From an optimization exercise on the open Yosys and OpenROAD flow, aimed at small area, a short achievable clock period and few clock cycles; shortcuts taken in it are not production practice.
RTL that was checked went through simulation tests only; none was proved equivalent to the original.
Power and IR drop assume default switching activity.

== old ==
## ups_deframer
module ups_deframer (
    input  wire       clk,
    input  wire       rst,
    input  wire       in_valid,
    input  wire [7:0] in_byte,
    output wire       in_ready,
    output wire       out_valid,
    input  wire       out_ready,
    output wire [7:0] out_data,
    output wire       out_len,
    output wire [1:0] dfr_state,
    output wire [7:0] emits,
    output wire [7:0] pos_push,
    output wire [7:0] pos_look,
    output wire [7:0] pos_start
);
export LEC_CHECK = 0
export ABC_AREA = 1
export CAP_MARGIN = 20
export CORE_MARGIN = 2
export CORE_UTILIZATION = 40
export PLACE_DENSITY = 0.6
export SETUP_SLACK_MARGIN = 5
export SLEW_MARGIN = 20
create_clock -name core_clock -period 10.0 [get_ports {clk}]
run.sh (not shown) runs the stock make flow with config.mk's settings and CLKGATE_MAP_FILE= SYNTH_SCRIPT=/design/flow/synth_recipe.tcl, a recipe that flattens the netlist after the stock synthesis.
Modified inputs, new compared to old
Settings: ABC_CLOCK_PERIOD_IN_PS newly set to 4000; ABC_AREA removed (was 1).
--- outcome ---
- Relative to old, net count reported at finish decreased by 1,084 in new.
- [compare] base=old new=new: combinational share of power rose 0.6 points; time the worst path needs with I/O delays and setup higher.
- Leading cell type in the layout, fill and taps excluded: nand2_1 -> old, edfxtp_1 -> new
No run of this note included a check of the RTL's function; only the layout flow was run.

========
ups_deframer, a different RTL version from the one above (not shown whole).
Size: roughly 57 I/O pins, roughly 33000 µm² of cells after synthesis.
Design ups_deframer, start of the top module:
module ups_deframer (
    input  wire       clk,
    input  wire       rst,
    input  wire       in_valid,
    input  wire [7:0] in_byte,
    output wire       in_ready,
    output wire       out_valid,
    input  wire       out_ready,
    output wire [7:0] out_data,
    output wire       out_len,
    output wire [1:0] dfr_state,
    output wire [7:0] emits,
    output wire [7:0] pos_push,
    output wire [7:0] pos_look,
    output wire [7:0] pos_start
);
    localparam [7:0] MAGIC = 8'h55;
    localparam [1:0] ST_SEARCH = 2'd0;
    localparam [1:0] ST_HDR    = 2'd1;
    localparam [1:0] ST_BODY   = 2'd2;
    localparam [2:0] W_SCAN1 = 3'd1;   
    localparam [2:0] W_ADDR  = 3'd2;   
    localparam [2:0] W_SIZE  = 3'd3;   
    localparam [2:0] W_SUM   = 3'd4;   
    reg [7:0]  ring [0:63];
    reg [63:0] cand;
    reg [6:0] push;
    reg [6:0] look;
    reg [6:0] start;
    reg [1:0] state;
    reg [7:0] emit_cnt;
    reg [7:0] prev;      
    reg [6:0] size;      
    reg [7:0] cs;        
    reg       eng;       
    reg [2:0] wst;
    reg [5:0] k;         
    reg       first;     
    reg       em;        
    reg       o_len;
  ...
export LEC_CHECK = 0
export ABC_AREA = 1
export CAP_MARGIN = 20
export CORE_MARGIN = 2
export CORE_UTILIZATION = 55
export PLACE_DENSITY = 0.7
export SETUP_SLACK_MARGIN = 5
export SLEW_MARGIN = 20
create_clock -name core_clock -period 10.0 [get_ports {clk}]
standard.sh (not shown) runs the stock make flow with config.mk's settings and CLKGATE_MAP_FILE= SYNTH_SCRIPT=/design/flow/synth_recipe.tcl, a recipe that flattens the netlist after the stock synthesis.
==> flow/flow/run.sh <==
#!/bin/bash
set -euo pipefail
MARGIN=${MARGIN:-6}
bash standard.sh SETUP_SLACK_MARGIN=$MARGIN finish > standard_flow.log 2>&1
The starting point went through all stages and came out clean.
Testbench counts at the start, summed over its fixed seeds: cycles 46,795.
Next try:
--- a/flow/flow/run.sh
+++ b/flow/flow/run.sh
@@ -3 +3 @@
-MARGIN=${MARGIN:-6}
+MARGIN=${MARGIN:-6.5}
Settings changed: CORE_UTILIZATION 55 to 40, PLACE_DENSITY 0.7 to 0.6.
Outcome: The new run went through all stages and came out clean; area after synthesis is unchanged; die area is higher by 37%; final cell count is higher by 9.1%; fmax is higher by 13%; core utilization is lower by 14 points; final area is higher by 7.7%; non-clock buffer count is higher by 108; flip-flop and latch count is unchanged; first-iteration DRC count is higher by 0.70%.

========
ups_deframer again, from the RTL that the note above started with.
Settings: LEC_CHECK=0, ABC_AREA=1, CAP_MARGIN=20, CORE_MARGIN=2, CORE_UTILIZATION=40, PLACE_DENSITY=0.6, SETUP_SLACK_MARGIN=5, SLEW_MARGIN=20; clock period 10.0 ns.
==> flow/flow/run.sh <==
#!/bin/bash
set -euo pipefail
MARGIN=${MARGIN:-6.4}
bash standard.sh SETUP_SLACK_MARGIN=$MARGIN finish > standard_flow.log 2>&1
Testbench counts at the start, summed over its fixed seeds: cycles 46,795.
Change:
==> flow/flow/run.sh (replaced) <==
#!/bin/bash
set -euo pipefail
MARGIN=${MARGIN:-6.5}
bash standard.sh SETUP_SLACK_MARGIN=$MARGIN finish > standard_flow.log 2>&1
CORE_UTILIZATION = 50   (was 40)
PLACE_DENSITY = 0.65   (was 0.6)
The new run produced a clean layout.
Clock skew increases by 5.8 ps.
First-iteration DRC count increases by 8.5%.
Cell count decreases by 3.1%.
Hold slack hardly moves.
Design area increases by 2.1%.
Synthesized cell count stays the same.
Combinational power increases by about 7%.
Utilization increases by 14 points.
Via count increases by 2.5%.
Clock-buffer cell count decreases by 9.
Change:
==> flow/flow/run.sh (replaced) <==
#!/bin/bash
set -euo pipefail
MARGIN=${MARGIN:-6.3}
bash standard.sh SETUP_SLACK_MARGIN=$MARGIN finish > standard_flow.log 2>&1
CORE_UTILIZATION = 40   (was 50)
PLACE_DENSITY = 0.6   (was 0.65)
- The new run completed with no timing, DRC or antenna violations
- die area climbs by 25%
- final cell count climbs by about 3%
- global-route usage drops by 5.1 points
- sequential share of layout area climbs by 1.7 points
- via count drops by 2.9%
- combinational power drops by about 8%
- clock skew drops by 4.1 ps
- worst setup slack loses 120 ps
- flip-flop and latch count stays the same
- wire length drops by about 2.7%
Change:
==> flow/flow/run.sh (replaced) <==
#!/bin/bash
set -euo pipefail
MARGIN=${MARGIN:-6.75}
bash standard.sh SETUP_SLACK_MARGIN=$MARGIN finish > standard_flow.log 2>&1
=> The changed run ran to the end with no violations; synthesized area stays the same; cell area grows by roughly a tenth; worst setup slack is better by 170 ps; count of clock-buffer cells in the layout grows by 8; synthesized cell count is unchanged; maximum frequency grows by a few percent; global-route usage grows by 1.9 points; critical path depth shrinks by 15; via count grows by a few percent; core utilization grows by 5.0 points; wire length grows by roughly a tenth.
Change:
==> flow/run.sh (new file) <==
#!/bin/bash
# synth_recipe.tcl (not shown) runs the flow's synth.tcl, then flattens the netlist and writes it again
# the make line also repeats each setting of config.mk as NAME=value (left out here)
make -C /OpenROAD-flow-scripts/flow DESIGN_CONFIG=/design/flow/config.mk WORK_HOME=/design/flow/orfs CLKGATE_MAP_FILE= SYNTH_SCRIPT=/design/flow/synth_recipe.tcl finish
removed: flow/flow/run.sh
removed: flow/standard.sh
After rerunning: The changed run completed without violations. Sequential power is about the same. Final area is lower by 14%. Global-route usage is lower by 2.1 points. Synthesized area does not change.

========
Another version of the RTL of ups_deframer (not shown whole).
Size: about 3500 cells after synthesis, ~660 flip-flops.
Design ups_deframer, start of the top module:
module ups_deframer (
    input  wire       clk,
    input  wire       rst,
    input  wire       in_valid,
    input  wire [7:0] in_byte,
    output wire       in_ready,
    output wire       out_valid,
    input  wire       out_ready,
    output wire [7:0] out_data,
    output wire       out_len,
    output wire [1:0] dfr_state,
    output wire [7:0] emits,
    output wire [7:0] pos_push,
    output wire [7:0] pos_look,
    output wire [7:0] pos_start
);
    localparam [7:0] MAGIC = 8'h55;
    localparam [1:0] ST_SEARCH = 2'd0;
    localparam [1:0] ST_HDR    = 2'd1;
    localparam [1:0] ST_BODY   = 2'd2;
    localparam [2:0] W_SCAN1 = 3'd1;   
    localparam [2:0] W_ADDR  = 3'd2;   
    localparam [2:0] W_SIZE  = 3'd3;   
    localparam [2:0] W_SUM   = 3'd4;   
    reg [7:0]  ring [0:63];
    reg [63:0] cand;
    reg [6:0] push;
    reg [6:0] look;
    reg [6:0] start;
    reg [1:0] state;
    reg [7:0] emit_cnt;
    reg [7:0] prev;      
    reg [6:0] size;      
    reg [7:0] cs;        
    reg       eng;       
    reg [2:0] wst;
    reg [5:0] k;         
    reg       first;     
    reg       em;        
    reg       o_len;
    reg [7:0] o_data;
    reg [5:0] e_left;    
    reg [5:0] raddr;     
    function [7:0] chk_step;
        input [7:0] c;
        input [7:0] b;
        begin
            chk_step = (c ^ b) + 8'd1;
        end
    endfunction
    function [7:0] hcs_of;
        input [7:0] s;
        begin
            hcs_of = chk_step(8'h56, s);
        end
    endfunction
    function [7:0] cs3_of;
        input [7:0] s;
        reg [7:0] h;
        begin
            h = hcs_of(s);
            cs3_of = chk_step(chk_step(chk_step(h, MAGIC), s), h);
        end
    endfunction
    wire busy = eng || em;
  ...
==> flow/config.mk <==
export PLATFORM = sky130hd
export DESIGN_NAME = ups_deframer
export DESIGN_NICKNAME = ups_deframer
export VERILOG_FILES = /design/flow/design.v
export SDC_FILE = /design/flow/constraint.sdc
export NUM_CORES = 4
export LEC_CHECK = 0
export ABC_AREA = 1
export CAP_MARGIN = 20
export CORE_MARGIN = 2
export CORE_UTILIZATION = 60
export PLACE_DENSITY = 0.75
export SETUP_SLACK_MARGIN = 5
export SLEW_MARGIN = 20
==> flow/constraint.sdc <==
create_clock -name core_clock -period 10.0 [get_ports {clk}]
set_input_delay 2.0000 -clock core_clock [delete_from_list [all_inputs] [get_ports {clk}]]
set_output_delay 2.0000 -clock core_clock [all_outputs]
set_load 0.01 [all_outputs]
run.sh (not shown) runs the stock make flow with config.mk's settings and CLKGATE_MAP_FILE= SYNTH_SCRIPT=/design/flow/synth_recipe.tcl, a recipe that flattens the netlist after the stock synthesis.
Stock flow here: none of the scripts above is used.
Testbench counts at the start, summed over its fixed seeds: cycles 46,795.
==> next run, changes <==
- CORE_UTILIZATION: 60 -> 40
- PLACE_DENSITY: 0.75 -> 0.6
What happened: Wire length hardly moves; non-clock buffer count goes up by 8; synthesized cell count stays the same; setup slack improved by 24 ps; power rose by 4.2%; maximum frequency increases by 0.50%; clock power goes up by 10%; cell count rises by 9.0%; sequential power barely changes; hold slack is better by 4.8 ps.

==> afterwards: timing with drivers on the ports <==
The results above use ideal ports. As a check the final layouts listed here were re-extracted and re-timed, cells and wires unchanged. Step 1 (the two cells are an assumption about what drives the block):
set clk [get_ports {clk}]
set_driving_cell -lib_cell sky130_fd_sc_hd__clkbuf_16 $clk
set_driving_cell -lib_cell sky130_fd_sc_hd__buf_2 [delete_from_list [all_inputs] $clk]
Step 2 moves the port delays by t, midway between the first and last clock arrival at a register: inputs arrive t later, outputs are due t later. That takes back most of the time a late clock gives input paths. Three values: ideal, step 1, step 2; two values: the first two.
run | t (ns) | setup slack, ns | worst hold slack (ns) | worst setup path after step 2 | latest minus earliest clock arrival (ns)
old | 0.696 | 4.005 / 4.005 / 4.005 | 0.478 / 0.478 / 0.478 | register to register | 0.047 / 0.048
new | 0.696 | 2.720 / 2.720 / 2.720 | 0.508 / 0.508 / 0.508 | register to register | 0.052 / 0.053
the first run of note 2 | 0.692 | 6.003 / 5.941 / 5.460 | 0.502 / 0.502 / 0.502 | input to register | 0.035 / 0.035
the second run of note 2 | 0.678 | 6.476 / 6.459 / 5.821 | 0.487 / 0.487 / 0.487 | input to register | 0.029 / 0.030
the first run of note 3 | 0.684 | 6.402 / 6.335 / 5.776 | 0.496 / 0.496 / 0.496 | input to register | 0.023 / 0.024
the second run of note 3 | 0.700 | 6.431 / 6.425 / 5.752 | 0.494 / 0.494 / 0.494 | input to register | 0.031 / 0.030
the third run of note 3 | 0.680 | 6.315 / 6.295 / 5.685 | 0.505 / 0.505 / 0.505 | input to register | 0.026 / 0.026
the fourth run of note 3 | 0.686 | 6.484 / 6.421 / 5.809 | 0.471 / 0.471 / 0.471 | input to register | 0.037 / 0.037
the fifth run of note 3 | 0.680 | 5.280 / 5.302 / 4.646 | 0.501 / 0.501 / 0.501 | input to register | 0.028 / 0.029
the first run of note 4 | 0.677 | 5.087 / 5.087 / 4.619 | 0.499 / 0.499 / 0.499 | input to register | 0.020 / 0.021
the second run of note 4 | 0.680 | 5.112 / 5.112 / 4.630 | 0.503 / 0.503 / 0.503 | input to register | 0.029 / 0.030
After both steps setup and hold are still met in every run listed. For the second run of note 3, which loses most, drivers alone change the setup slack by -0.006 ns; drivers and shift together by -0.679 ns.
